What follows belongs to an exercise in optimizing a design on an open flow for small area, a short achievable clock period and few clock cycles; a production flow would make more cautious choices. At most, simulation tests tie the RTL to the original design; equivalence was not proved. Power and IR drop assume default switching activity.

==> flow/design.v (excerpt) <==
module dither_core (
    input  wire        clk,
    input  wire        rst,             
    input  wire        start,
    input  wire [1:0]  cfg_mode,        
    input  wire        cfg_invert,
    input  wire        cfg_frame,
    input  wire        cfg_pack,        
    input  wire [7:0]  cfg_threshold,
    input  wire [15:0] cfg_width,
    input  wire [15:0] cfg_height,
    output reg         busy,
    output reg         done,
    output reg         error,
    input  wire        in_valid,
    output reg         in_ready,
    input  wire [15:0] in_data,
    output reg         out_valid,
    input  wire        out_ready,
    output reg  [7:0]  out_data,
    output reg         out_last
);
==> flow/config.mk <==
export PLATFORM = sky130hd
export DESIGN_NAME = dither_core
export DESIGN_NICKNAME = dither_core
export VERILOG_FILES = /design/flow/design.v
export SDC_FILE = /design/flow/constraint.sdc
export NUM_CORES = 8
export LEC_CHECK = 0
export CAP_MARGIN = 20
export CORE_MARGIN = 2
export CORE_UTILIZATION = 25
export PLACE_DENSITY = 0.4
export SLEW_MARGIN = 20
==> flow/constraint.sdc <==
create_clock -name core_clock -period 24.0 [get_ports {clk}]
set_input_delay 4.8000 -clock core_clock [delete_from_list [all_inputs] [get_ports {clk}]]
set_output_delay 4.8000 -clock core_clock [all_outputs]
set_load 0.01 [all_outputs]
standard.sh (not shown) runs the stock make flow with config.mk's settings and CLKGATE_MAP_FILE= SYNTH_SCRIPT=/design/flow/synth_recipe.tcl, a recipe that flattens the netlist after the stock synthesis.
==> flow/flow/run.sh <==
#!/bin/bash
# Own layout flow: the standard synthesis and ORFS steps, with the timing
# repair asked to keep a setup margin (the clock and constraints are the standard flow's).
set -euo pipefail
bash standard.sh synth > synth.log 2>&1
bash standard.sh SETUP_SLACK_MARGIN=18 "BUFFER_PORTS_ARGS=-buffer_cell sky130_fd_sc_hd__buf_2" finish > layout.log 2>&1
The baseline finished with timing, DRC and antenna clean.
==> next run, changes <==
==> flow/run.sh (new file) <==
#!/bin/bash
# synth_recipe.tcl (not shown) runs the flow's synth.tcl, then flattens the netlist and writes it again
# the make line also repeats each setting of config.mk as NAME=value (left out here)
make -C /OpenROAD-flow-scripts/flow DESIGN_CONFIG=/design/flow/config.mk WORK_HOME=/design/flow/orfs CLKGATE_MAP_FILE= SYNTH_SCRIPT=/design/flow/synth_recipe.tcl finish
removed: flow/flow/run.sh
removed: flow/standard.sh
Effect: The new run finished clean. Sequential share of layout area rises by 1.2 points. Routed wire length falls by a few percent. Sequential cell count is unchanged. First-iteration DRC count falls by a little under a tenth. Die area stays the same. Global-route usage falls by 0.32 points. Hold slack loses 0.0058 ns. Power is about the same.
Function was not checked in any run of this note: the RTL went through the layout flow alone.

========
Another version of the RTL of dither_core (not shown whole).
Size in the first run: ~3,500 cells after synthesis, ~2,000 flip-flops, ~0.051 mm2 of cells after synthesis.
export LEC_CHECK = 0
export CAP_MARGIN = 20
export CORE_MARGIN = 2
export CORE_UTILIZATION = 60
export PLACE_DENSITY = 0.75
export SLEW_MARGIN = 20
create_clock -name core_clock -period 24.0 [get_ports {clk}]
==> flow/flow/run.sh <==
#!/bin/bash
# Own layout flow: the standard synthesis and ORFS steps, with the timing
# repair asked to keep a setup margin (the clock and constraints are the standard flow's).
set -euo pipefail
bash standard.sh synth > synth.log 2>&1
bash standard.sh SETUP_SLACK_MARGIN=18 DONT_BUFFER_PORTS=1 PRE_GLOBAL_PLACE_TCL=$PWD/flow/ports.tcl \
  "CTS_ARGS=-sink_clustering_enable -repair_clock_nets -sink_clustering_size 20 -sink_clustering_max_diameter 60 -dont_use_dummy_load -sink_clustering_buffer sky130_fd_sc_hd__clkbuf_8" \
  finish > layout.log 2>&1
==> flow/flow/ports.tcl <==
# Buffer every port: inputs with the smallest buffer, outputs with a buf_4.
buffer_ports -inputs -buffer_cell sky130_fd_sc_hd__buf_1
buffer_ports -outputs -buffer_cell sky130_fd_sc_hd__buf_2
Testbench counts at the start, summed over its fixed seeds: cycles 111,708.
Edit:
--- a/flow/flow/run.sh
+++ b/flow/flow/run.sh
@@ -6 +6 @@
-bash standard.sh SETUP_SLACK_MARGIN=18 DONT_BUFFER_PORTS=1 PRE_GLOBAL_PLACE_TCL=$PWD/flow/ports.tcl \
+bash standard.sh SETUP_SLACK_MARGIN=18 DONT_BUFFER_PORTS=1 PRE_RESIZE_TCL=$PWD/flow/ports.tcl \
- final cell count is higher by 1.7%
- area after synthesis stays the same
- total power hardly moves
- setup slack loses 0.14 ns
- synthesized cell count does not change
- die area stays the same
Edit:
==> flow/flow/run.sh (replaced) <==
#!/bin/bash
# Own layout flow: the standard synthesis and ORFS steps, with the timing
# repair asked to keep a setup margin (the clock and constraints are the standard flow's).
set -euo pipefail
bash standard.sh synth > synth.log 2>&1
bash standard.sh SETUP_SLACK_MARGIN=18 "BUFFER_PORTS_ARGS=-buffer_cell sky130_fd_sc_hd__buf_2" \
  "CTS_ARGS=-sink_clustering_enable -repair_clock_nets -sink_clustering_size 30 -sink_clustering_max_diameter 45 -dont_use_dummy_load -sink_clustering_buffer sky130_fd_sc_hd__clkbuf_16" \
  finish > layout.log 2>&1
removed: flow/flow/ports.tcl
Clock-buffer cell count climbs by 4.
Design area is higher by a few percent.
Sequential power hardly moves.
Worst hold slack gets better by 0.0031 ns.
Register-to-register slack hardly moves.
Final cell count hardly moves.
Edit:
--- a/flow/flow/run.sh
+++ b/flow/flow/run.sh
@@ -7 +7 @@
-  "CTS_ARGS=-sink_clustering_enable -repair_clock_nets -sink_clustering_size 30 -sink_clustering_max_diameter 45 -dont_use_dummy_load -sink_clustering_buffer sky130_fd_sc_hd__clkbuf_16" \
+  "CTS_ARGS=-sink_clustering_enable -repair_clock_nets -sink_clustering_size 20 -sink_clustering_max_diameter 60 -dont_use_dummy_load -sink_clustering_buffer sky130_fd_sc_hd__clkbuf_8 -distance_between_buffers 400" \
The changed run went through all stages and came out clean.
Wire length decreases by about 6.6%.
Register-to-register slack improves by 0.04 ns.
Global-route usage decreases by 1.3 points.
Edit:
==> flow/flow/run.sh (replaced) <==
#!/bin/bash
# Own layout flow: the standard synthesis and ORFS steps, with the timing
# repair asked to keep a setup margin (the clock and constraints are the standard flow's).
set -euo pipefail
bash standard.sh synth > synth.log 2>&1
bash standard.sh SETUP_SLACK_MARGIN=18 DONT_BUFFER_PORTS=1 PRE_RESIZE_TCL=$PWD/flow/ports.tcl \
  "CTS_ARGS=-sink_clustering_enable -repair_clock_nets -sink_clustering_size 20 -sink_clustering_max_diameter 60 -dont_use_dummy_load -sink_clustering_buffer sky130_fd_sc_hd__clkbuf_8" \
  finish > layout.log 2>&1
==> flow/flow/ports.tcl (new file) <==
# Buffer every port: inputs with the smallest buffer, outputs with a buf_4.
buffer_ports -inputs -buffer_cell sky130_fd_sc_hd__buf_1
buffer_ports -outputs -buffer_cell sky130_fd_sc_hd__buf_4
=>
- global-route usage increases by 0.58 points
- cell count is about the same
- worst setup slack degrades by 0.051 ns
- hold slack degrades by 0.062 ns
- clock-buffer cell count increases by 3
Edit:
--- a/flow/flow/run.sh
+++ b/flow/flow/run.sh
@@ -6 +6 @@
-bash standard.sh SETUP_SLACK_MARGIN=18 DONT_BUFFER_PORTS=1 PRE_RESIZE_TCL=$PWD/flow/ports.tcl \
+bash standard.sh SETUP_SLACK_MARGIN=18 DONT_BUFFER_PORTS=1 PRE_GLOBAL_PLACE_TCL=$PWD/flow/ports.tcl \
The new run passed the timing, DRC and antenna checks.
Design area is lower by about 0.7%.
Core utilization is lower by 0.46 points.
Hold slack is better by 0.052 ns.
Worst setup slack is better by 0.16 ns.
Total power stays flat.
Routed wire length is lower by 1.9%.
Clock-buffer cell count is lower by 1.
Non-clock buffer count is lower by 79.
Die area does not change.
Area after synthesis does not change.

========
dither_core, a different RTL version from the one above (not shown whole).
Size: ~3900 cells after synthesis, ~2000 flip-flops, about 80 I/O pins, ~0.054 sq mm of cells after synthesis.
clock: 24.0 ns
lec_check: 0
cap_margin: 20
core_margin: 2
core_utilization: 25
place_density: 0.4
slew_margin: 20
==> flow/flow/run.sh <==
#!/bin/bash
# Own layout flow: the standard synthesis and ORFS steps, with the timing
# repair asked to keep a setup margin (the clock and constraints are the standard flow's).
set -euo pipefail
bash standard.sh synth > synth.log 2>&1
bash standard.sh SETUP_SLACK_MARGIN=18 "BUFFER_PORTS_ARGS=-buffer_cell sky130_fd_sc_hd__buf_2" finish > layout.log 2>&1
The starting point completed without violations.
Rerun with:
--- a/flow/config.mk
+++ b/flow/config.mk
@@ -9,4 +9,4 @@
 export CORE_MARGIN = 2
-export CORE_UTILIZATION = 25
-export PLACE_DENSITY = 0.4
+export CORE_UTILIZATION = 50
+export PLACE_DENSITY = 0.65
 export SLEW_MARGIN = 20
Effect: Combinational power barely changes. Power is lower by 3.4%. Worst hold slack improves by 0.029 ns. Global-route usage is higher by 7.9 points. Sequential power stays flat.
Rerun with:
--- a/flow/config.mk
+++ b/flow/config.mk
@@ -10,2 +10,4 @@
 export CORE_UTILIZATION = 50
+export CTS_CLUSTER_DIAMETER = 80
+export CTS_CLUSTER_SIZE = 25
 export PLACE_DENSITY = 0.65
The new run produced a clean layout.
Cell count is lower by 3.6%.
Worst setup slack gets better by 0.051 ns.
Power is lower by 16%.
Sequential power is about the same.
Non-clock buffer count is lower by 1.
Via count is lower by 2.5%.
Maximum frequency is higher by 0.81%.
Synthesized cell count stays the same.
Cell area is lower by 5.3%.
Routed wire length is lower by 2.3%.
Rerun with:
--- a/flow/config.mk
+++ b/flow/config.mk
@@ -10,4 +10,4 @@
 export CORE_UTILIZATION = 50
-export CTS_CLUSTER_DIAMETER = 80
-export CTS_CLUSTER_SIZE = 25
+export CTS_CLUSTER_DIAMETER = 50
+export CTS_CLUSTER_SIZE = 32
 export PLACE_DENSITY = 0.65
Design area rises by 2.8%.
Count of clock-buffer cells in the layout rises by 18.
Clock power rises by 33%.
Flip-flop and latch count stays the same.
Cell count rises by 1.8%.
Global-route usage hardly moves.
Sequential share of layout area falls by 1.8 points.
Maximum frequency rises by 0.79%.
Worst setup slack improves by 0.049 ns.
Critical path depth rises by 3.
Routed wire length rises by 0.55%.
No run of this note included a check of the RTL's function; only the layout flow was run.

========
dither_core, a different RTL version from the one above (not shown whole).
For scale: about 3500 cells after synthesis, ~2000 flip-flops.
Design dither_core, start of the top module:
module dither_core (
    input  wire        clk,
    input  wire        rst,             
    input  wire        start,
    input  wire [1:0]  cfg_mode,        
    input  wire        cfg_invert,
    input  wire        cfg_frame,
    input  wire        cfg_pack,        
    input  wire [7:0]  cfg_threshold,
    input  wire [15:0] cfg_width,
    input  wire [15:0] cfg_height,
    output reg         busy,
    output reg         done,
    output reg         error,
    input  wire        in_valid,
    output reg         in_ready,
    input  wire [15:0] in_data,
    output reg         out_valid,
    input  wire        out_ready,
    output reg  [7:0]  out_data,
    output reg         out_last
);
Settings: LEC_CHECK=0, CAP_MARGIN=20, CORE_MARGIN=2, CORE_UTILIZATION=60, PLACE_DENSITY=0.75, SLEW_MARGIN=20; clock period 24.0 ns.
==> flow/flow/run.sh <==
#!/bin/bash
# Own layout flow: the standard synthesis and ORFS steps, with the timing
# repair asked to keep a setup margin (the clock and constraints are the standard flow's).
set -euo pipefail
bash standard.sh synth > synth.log 2>&1
bash standard.sh SETUP_SLACK_MARGIN=18 "BUFFER_PORTS_ARGS=-buffer_cell sky130_fd_sc_hd__buf_2" \
  "CTS_ARGS=-sink_clustering_enable -repair_clock_nets -sink_clustering_size 22 -sink_clustering_max_diameter 70 -dont_use_dummy_load -sink_clustering_buffer sky130_fd_sc_hd__clkbuf_8" \
  finish > layout.log 2>&1
The baseline passed the timing, DRC and antenna checks.
Testbench counts at the start, summed over its fixed seeds: cycles 111,708.
Next try:
==> flow/flow/run.sh (replaced) <==
#!/bin/bash
# Own layout flow: the standard synthesis and ORFS steps, with the timing
# repair asked to keep a setup margin (the clock and constraints are the standard flow's).
set -euo pipefail
bash standard.sh synth > synth.log 2>&1
bash standard.sh SETUP_SLACK_MARGIN=18 "BUFFER_PORTS_ARGS=-buffer_cell sky130_fd_sc_hd__buf_2" \
  "CTS_ARGS=-sink_clustering_enable -repair_clock_nets -sink_clustering_size 20 -sink_clustering_max_diameter 60 -dont_use_dummy_load -sink_clustering_buffer sky130_fd_sc_hd__clkbuf_8" \
  finish > layout.log 2>&1
=> Count of clock-buffer cells in the layout goes up by 13; total power goes up by 1.1%; utilization goes up by 0.20 points.
Next try:
==> flow/flow/run.sh (replaced) <==
#!/bin/bash
# Own layout flow: the standard synthesis and ORFS steps, with the timing
# repair asked to keep a setup margin (the clock and constraints are the standard flow's).
set -euo pipefail
bash standard.sh synth > synth.log 2>&1
bash standard.sh SETUP_SLACK_MARGIN=18 "BUFFER_PORTS_ARGS=-buffer_cell sky130_fd_sc_hd__buf_2" \
  "CTS_ARGS=-sink_clustering_enable -repair_clock_nets -sink_clustering_size 23 -sink_clustering_max_diameter 50 -dont_use_dummy_load -sink_clustering_buffer sky130_fd_sc_hd__clkbuf_8" \
  finish > layout.log 2>&1
Effect: Wire length came out lower by about 0.4%. Final area stays flat. Clock-buffer cell count came out higher by 1. Clock power stays flat. Area after synthesis stays the same.

========
run 1:
Another version of the RTL of dither_core (not shown whole).
Size: ~3500 cells after synthesis, about 2000 flip-flops, roughly 80 I/O pins, roughly 52000 µm² of cells after synthesis.
Design dither_core, start of the top module:
module dither_core (
    input  wire        clk,
    input  wire        rst,             
    input  wire        start,
    input  wire [1:0]  cfg_mode,        
    input  wire        cfg_invert,
    input  wire        cfg_frame,
    input  wire        cfg_pack,        
    input  wire [7:0]  cfg_threshold,
    input  wire [15:0] cfg_width,
    input  wire [15:0] cfg_height,
    output reg         busy,
    output reg         done,
    output reg         error,
    input  wire        in_valid,
    output reg         in_ready,
    input  wire [15:0] in_data,
    output reg         out_valid,
    input  wire        out_ready,
    output reg  [7:0]  out_data,
    output reg         out_last
);
==> flow/config.mk <==
export PLATFORM = sky130hd
export DESIGN_NAME = dither_core
export DESIGN_NICKNAME = dither_core
export VERILOG_FILES = /design/flow/design.v
export SDC_FILE = /design/flow/constraint.sdc
export NUM_CORES = 8
export LEC_CHECK = 0
export CAP_MARGIN = 20
export CORE_MARGIN = 2
export CORE_UTILIZATION = 60
export PLACE_DENSITY = 0.75
export SLEW_MARGIN = 20
==> flow/constraint.sdc <==
create_clock -name core_clock -period 24.0 [get_ports {clk}]
set_input_delay 4.8000 -clock core_clock [delete_from_list [all_inputs] [get_ports {clk}]]
set_output_delay 4.8000 -clock core_clock [all_outputs]
set_load 0.01 [all_outputs]
==> flow/flow/run.sh <==
#!/bin/bash
# Own layout flow: the standard synthesis and ORFS steps, with the timing
# repair asked to keep a setup margin (the clock and constraints are the standard flow's).
set -euo pipefail
bash standard.sh synth > synth.log 2>&1
bash standard.sh SETUP_SLACK_MARGIN=18 "BUFFER_PORTS_ARGS=-buffer_cell sky130_fd_sc_hd__buf_2" \
  "CTS_ARGS=-sink_clustering_enable -repair_clock_nets -sink_clustering_size 24 -sink_clustering_max_diameter 40 -dont_use_dummy_load -sink_clustering_buffer sky130_fd_sc_hd__clkbuf_16" \
  finish > layout.log 2>&1
Testbench counts of run 1, summed over its fixed seeds: cycles 111,708.
What run 2 does differently from run 1 at the input level:
==> flow/flow/run.sh <==
#!/bin/bash
# Own layout flow: the standard synthesis and ORFS steps, with the timing
# repair asked to keep a setup margin (the clock and constraints are the standard flow's).
set -euo pipefail
bash standard.sh synth > synth.log 2>&1
bash standard.sh SETUP_SLACK_MARGIN=18 "BUFFER_PORTS_ARGS=-buffer_cell sky130_fd_sc_hd__buf_2" \
  "CTS_ARGS=-sink_clustering_enable -repair_clock_nets -sink_clustering_size 20 -sink_clustering_max_diameter 60 -dont_use_dummy_load -sink_clustering_buffer sky130_fd_sc_hd__clkbuf_8" \
  finish > layout.log 2>&1
Taking run 1 as 1.0, run 2 lands at 0.877 on sum of internal, switching and leakage power. Comparing run 1 against run 2, there is no change at all in residual DRC count. Per the comparison of run 2 with run 1, arrival time of data at the critical path endpoint -0.04 ns; critical path required time level; area after synthesis held. Relative to run 1, register fraction of the total cell area increased by 2.6 points in run 2. Power per cell area sits lower in run 2 than in run 1. Run 2 vs. run 1: synthesis-to-finish area growth went down by 3.9 points. Run 2 did not stop at any stage, and its layout met the timing, DRC and antenna checks.
For run 3, these inputs were changed with respect to run 2:
diff --git a/flow/flow/run.sh b/flow/flow/run.sh
--- a/flow/flow/run.sh
+++ b/flow/flow/run.sh
@@ -5,3 +5,3 @@
 bash standard.sh synth > synth.log 2>&1
-bash standard.sh SETUP_SLACK_MARGIN=18 "BUFFER_PORTS_ARGS=-buffer_cell sky130_fd_sc_hd__buf_2" \
+bash standard.sh SETUP_SLACK_MARGIN=18.15 "BUFFER_PORTS_ARGS=-buffer_cell sky130_fd_sc_hd__buf_2" \
   "CTS_ARGS=-sink_clustering_enable -repair_clock_nets -sink_clustering_size 20 -sink_clustering_max_diameter 60 -dont_use_dummy_load -sink_clustering_buffer sky130_fd_sc_hd__clkbuf_8" \
==> comparison <==
~same switching power total in run 3 and run 2
Changes observed in run 3 relative to run 2: final design instance area without fill went up about 0.32%, fmax held, sequential cell area in the final layout held.
In the flow results for run 3 and run 2, the met3 wire length is smaller on run 2.
Total power: run 2 vs run 3, no meaningful difference
The following lists how run 4 was set up differently from run 3:
==> flow/flow/run.sh <==
#!/bin/bash
# Own layout flow: the standard synthesis and ORFS steps, with the timing
# repair asked to keep a setup margin (the clock and constraints are the standard flow's).
set -euo pipefail
bash standard.sh synth > synth.log 2>&1
bash standard.sh SETUP_SLACK_MARGIN=18 "BUFFER_PORTS_ARGS=-buffer_cell sky130_fd_sc_hd__buf_2" \
  "CTS_ARGS=-sink_clustering_enable -repair_clock_nets -sink_clustering_size 20 -sink_clustering_max_diameter 60 -dont_use_dummy_load -sink_clustering_buffer sky130_fd_sc_hd__clkbuf_8 -sink_clustering_levels 1" \
  finish > layout.log 2>&1
Results
- Clock latency of the later-clocked register in the worst-skew pair of run 3 is on par with run 4.
- Compared run 4 against run 3; number of non-filler instances in the completed layout within noise.
- Taking run 3 as the reference, in run 4 post-route fraction of the period consumed by the critical path level, first-pass GRT wire length moved up, clock buffer count from CTS moved down, total power level, tightest hold margin moved up.
- On post-placement cell area, run 4 and run 3 are neck and neck.

==> afterwards: timing with drivers on the ports <==
The flow's constraints put no driver on any port. The routed layouts listed below were extracted and timed again, unchanged, in two steps. Step 1 (the two cells are an assumption about what drives the block):
set clk [get_ports {clk}]
set_driving_cell -lib_cell sky130_fd_sc_hd__clkbuf_16 $clk
set_driving_cell -lib_cell sky130_fd_sc_hd__buf_2 [delete_from_list [all_inputs] $clk]
Step 2 adds t to the input delays and takes it off the output delays; t is the mean of the earliest and latest rising clock arrival at the registers after step 1. Input paths then give back, and output paths get back, about the clock's delay inside the block. Slacks: ideal ports / drivers / drivers and shift; pairs: ideal ports / drivers.
run	t, ns	setup slack, ns	hold WS [ns]	worst slew at a driven data input, ns
the first run of note 1	0.871	17.219 / 17.219 / 17.219	0.299 / 0.299 / 0.299	0.05
the second run of note 1	0.899	15.629 / 15.629 / 15.629	0.293 / 0.293 / 0.293	0.07
the first run of note 2	0.692	18.146 / 18.079 / 17.918	0.281 / 0.281 / 0.281	0.33
the second run of note 2	0.673	18.006 / 17.943 / 17.795	0.256 / 0.256 / 0.256	0.03
the third run of note 2	0.731	17.993 / 17.925 / 17.805	0.259 / 0.259 / 0.259	0.04
the fourth run of note 2	0.683	18.037 / 17.972 / 17.810	0.291 / 0.291 / 0.291	0.04
the fifth run of note 2	0.681	17.987 / 17.917 / 17.822	0.229 / 0.229 / 0.229	0.04
the sixth run of note 2	0.692	18.146 / 18.079 / 17.918	0.281 / 0.281 / 0.281	0.33
the first run of note 3	0.885	17.783 / 17.732 / 17.598	0.278 / 0.278 / 0.278	0.04
the second run of note 3	0.825	17.695 / 17.695 / 17.546	0.307 / 0.307 / 0.307	0.04
the third run of note 3	0.766	17.746 / 17.746 / 17.545	0.299 / 0.299 / 0.299	0.04
the fourth run of note 3	0.774	17.795 / 17.795 / 17.540	0.312 / 0.312 / 0.312	0.04
the first run of note 4	0.697	18.023 / 17.956 / 17.526	0.276 / 0.276 / 0.276	0.04
the second run of note 4	0.678	18.034 / 17.968 / 17.515	0.264 / 0.264 / 0.264	0.04
the third run of note 4	0.697	18.046 / 17.977 / 17.510	0.244 / 0.244 / 0.244	0.04
run 1	0.760	17.963 / 17.901 / 17.428	0.254 / 0.254 / 0.254	0.04
run 2	0.682	17.998 / 17.937 / 17.533	0.289 / 0.289 / 0.289	0.04
run 3	0.673	17.993 / 17.929 / 17.685	0.257 / 0.257 / 0.257	0.05
run 4	0.682	17.998 / 17.937 / 17.533	0.289 / 0.289 / 0.289	0.04
After both steps setup and hold are still met in every run listed. The setup slack of the third run of note 4, which loses most, moves by -0.069 ns with the drivers and by -0.536 ns with both steps.
